From an optimization exercise on the open Yosys and OpenROAD flow, aimed at small area, a short achievable clock period and few clock cycles per item; shortcuts taken in it are not production practice.
In this exercise RTL edits were held to simulation tests only and were not proved equivalent to the original.
Power is estimated from default activity; no workload was simulated.

## lfp16_mcu
module lfp16_mcu (
    input  wire        clk,
    input  wire        rst,         
    input  wire        cmd_valid,
    output wire        cmd_ready,
    input  wire [63:0] cmd,
    output reg         rsp_valid,
    input  wire        rsp_ready,
    output wire [63:0] rsp
);
Size: about 500 cells after synthesis, roughly 31 flip-flops, about 3500 µm² of cells after synthesis.
==> flow/config.mk <==
export PLATFORM = sky130hd
export DESIGN_NAME = lfp16_mcu
export DESIGN_NICKNAME = lfp16_mcu
export VERILOG_FILES = /design/flow/design.v
export SDC_FILE = /design/flow/constraint.sdc
export NUM_CORES = 4
export LEC_CHECK = 0
export CAP_MARGIN = 20
export CORE_MARGIN = 2
export CORE_UTILIZATION = 40
export SETUP_SLACK_MARGIN = 2.2
export SLEW_MARGIN = 20
==> flow/constraint.sdc <==
create_clock -name core_clock -period 6.0 [get_ports {clk}]
set_input_delay 1.2000 -clock core_clock [delete_from_list [all_inputs] [get_ports {clk}]]
set_output_delay 1.2000 -clock core_clock [all_outputs]
set_load 0.01 [all_outputs]
standard.sh (not shown) runs the stock make flow with config.mk's settings and CLKGATE_MAP_FILE= SYNTH_SCRIPT=/design/flow/synth_recipe.tcl, a recipe that flattens the netlist after the stock synthesis.
==> flow/flow/run.sh <==
#!/bin/bash
# Own flow: the standard layout (standard.sh), except
#  - synthesis (flow/mysynth.tcl) maps with flow/abc.script; the registers
#    are those of the standard synthesis;
#  - every port still gets its buffer, but a plain sky130 buf_1 instead of
#    the delay cell buffer_ports picks by default;
#  - flow/opts.sh may set further options (see there).
# Each tool's output goes to a log file here (synth.log, layout.log).
set -euo pipefail
W=$(pwd)
export MY_ABC_SCRIPT="$W/flow/abc.script"
export MY_ABC_D=
export BUFFER_PORTS_ARGS="-buffer_cell sky130_fd_sc_hd__buf_1"
if [[ -f "$W/flow/opts.sh" ]]; then source "$W/flow/opts.sh"; fi
make -C "$FLOW_HOME" DESIGN_CONFIG="$W/config.mk" WORK_HOME="$W/orfs" CLKGATE_MAP_FILE= \
  SYNTH_SCRIPT="$W/flow/mysynth.tcl" synth > "$W/synth.log" 2>&1
bash standard.sh finish > "$W/layout.log" 2>&1
==> flow/flow/abc.script <==
strash
dc2
dch -f
map -D 2500
topo
buffer -p
upsize -D 2500
dnsize -D 2500
stime -p
==> flow/flow/mysynth.tcl <==
# The standard synthesis (synth_recipe.tcl), with only the ABC mapping call
# replaced: flow/abc.script (MY_ABC_SCRIPT) instead of the ORFS speed script,
# and, when MY_NO_FA is set, no extraction of full/half adder cells.
proc synth {args} { yosys synth -nofsm -noshare {*}$args }
proc abc {args} {
  set out {}
  set skip 0
  foreach a $args {
    if {$skip} { set skip 0; continue }
    if {$a eq "-script" || $a eq "-D"} { set skip 1; continue }
    lappend out $a
  }
  if {[info exists ::env(MY_ABC_SCRIPT)] && $::env(MY_ABC_SCRIPT) ne ""} {
    lappend out -script $::env(MY_ABC_SCRIPT)
  }
  if {[info exists ::env(MY_ABC_D)] && $::env(MY_ABC_D) ne ""} {
    lappend out -D $::env(MY_ABC_D)
  }
  puts "abc call: $out"
  yosys abc {*}$out
}
if {[info exists ::env(MY_NO_FA)] && $::env(MY_NO_FA) ne ""} { set ::env(ADDER_MAP_FILE) "" }
source $::env(SCRIPTS_DIR)/synth.tcl
# left out here: clear keep_hierarchy, flatten, clean up, hide names made inside functions, write 1_2_yosys.v
==> flow/flow/opts.sh <==
# keep the single tie cell synthesis makes for the constant outputs
export SKIP_REPAIR_TIE_FANOUT=1
Testbench counts at the start, summed over its fixed seeds: cycles 24,008, items 24,000.
Next try:
==> flow/flow/abc.script (replaced) <==
strash
dc2
dch -f
map -D 2000
topo
buffer -p
upsize -D 2000
dnsize -D 2000
stime -p
Settings changed: SETUP_SLACK_MARGIN 2.2 to 2.3.
Effect:
- synthesized cell count does not change
- wire length grows by about 1.5%
- die area grows by about 0.54%
- count of clock-buffer cells in the layout does not change
- total power grows by about 10%
- cell area grows by about 3.4%
- global-route usage shrinks by 0.58 points
Next try:
--- a/flow/flow/abc.script
+++ b/flow/flow/abc.script
@@ -2 +1,0 @@
-dc2
Settings changed: SETUP_SLACK_MARGIN 2.3 to 2.2.
Result: The changed run passed the timing, DRC and antenna checks; core utilization drops by 1.8 points; die area climbs by 1.3%; total power drops by 7.7%; routed wire length climbs by 4.6%; critical path depth climbs by 6; clock-buffer cell count stays the same; non-clock buffer count drops by 9; final area drops by 3.2%; global-route usage climbs by 0.94 points.
Next try:
==> flow/flow/abc.script (replaced) <==
strash
&get -n
&st
&syn2
&dch -f
&nf -p
&put
topo
buffer -p
upsize -D 2000
dnsize -D 2000
stime -p
What happened: The new run produced a clean layout. Non-clock buffer count is higher by 18. Die area is higher slightly. Clock power is higher by a few percent. Via count is lower by a few percent. Utilization is higher by 2.5 points. Worst setup slack got worse by 0.075 ns. Final area is higher by a few percent.
Next try:
==> flow/flow/abc.script (replaced) <==
strash
dc2
dch -f
map -D 1500
topo
buffer -p
upsize -D 1500
dnsize -D 1500
stime -p
Power came out lower by a few percent; non-clock buffer count came out lower by 20; core utilization came out lower by 2.3 points; clock power came out higher by a quarter to a third; global-route usage came out lower by 1.3 points; sequential share of layout area came out higher by 1.0 points; wire length came out lower by a few percent.
Next try:
==> flow/flow/abc.script (replaced) <==
strash
dc2
dch -f
map -D 3000
topo
buffer -p
upsize -D 3000
dnsize -D 3000
stime -p
Settings changed: SETUP_SLACK_MARGIN 2.2 to 2.0.
After rerunning:
- total power falls by 2.3%
- via count falls by 0.74%
- wire length falls by about 0.8%
- final cell count falls by 0.75%
- sequential power barely changes

[what the ideal ports hide]
The results above use ideal ports. As a check the final layouts listed here were re-extracted and re-timed, cells and wires unchanged.
Step 1 sets driving cells, clkbuf_16 on the clock port and buf_2 on the other inputs (assumed; they add their load-dependent delay and slew).
Step 2 times the ports against the registers' clock, not the clock port: input delays grow and output delays shrink by t, the midpoint of the rising clock arrivals with the driver on.
a / b / c = no drivers / after step 1 / after step 2; a / b = the first two.
run	t (ns)	setup slack, ns	hold slack, ns	cell pins on the clock port's net
the first run	0.310	2.374 / 2.342 / 2.073	0.492 / 0.492 / 0.492	1
the second run	0.310	2.363 / 2.334 / 2.096	0.493 / 0.493 / 0.493	1
the third run	0.305	2.372 / 2.380 / 2.075	0.487 / 0.487 / 0.487	1
the fourth run	0.312	2.297 / 2.307 / 1.995	0.487 / 0.487 / 0.487	1
the fifth run	0.312	2.348 / 2.319 / 2.124	0.493 / 0.493 / 0.493	1
the sixth run	0.304	2.146 / 2.149 / 1.845	0.512 / 0.512 / 0.512	1
After both steps setup and hold are still met in every run listed. The setup slack of the fourth run, which loses most, moves by +0.010 ns with the drivers and by -0.302 ns with both steps.
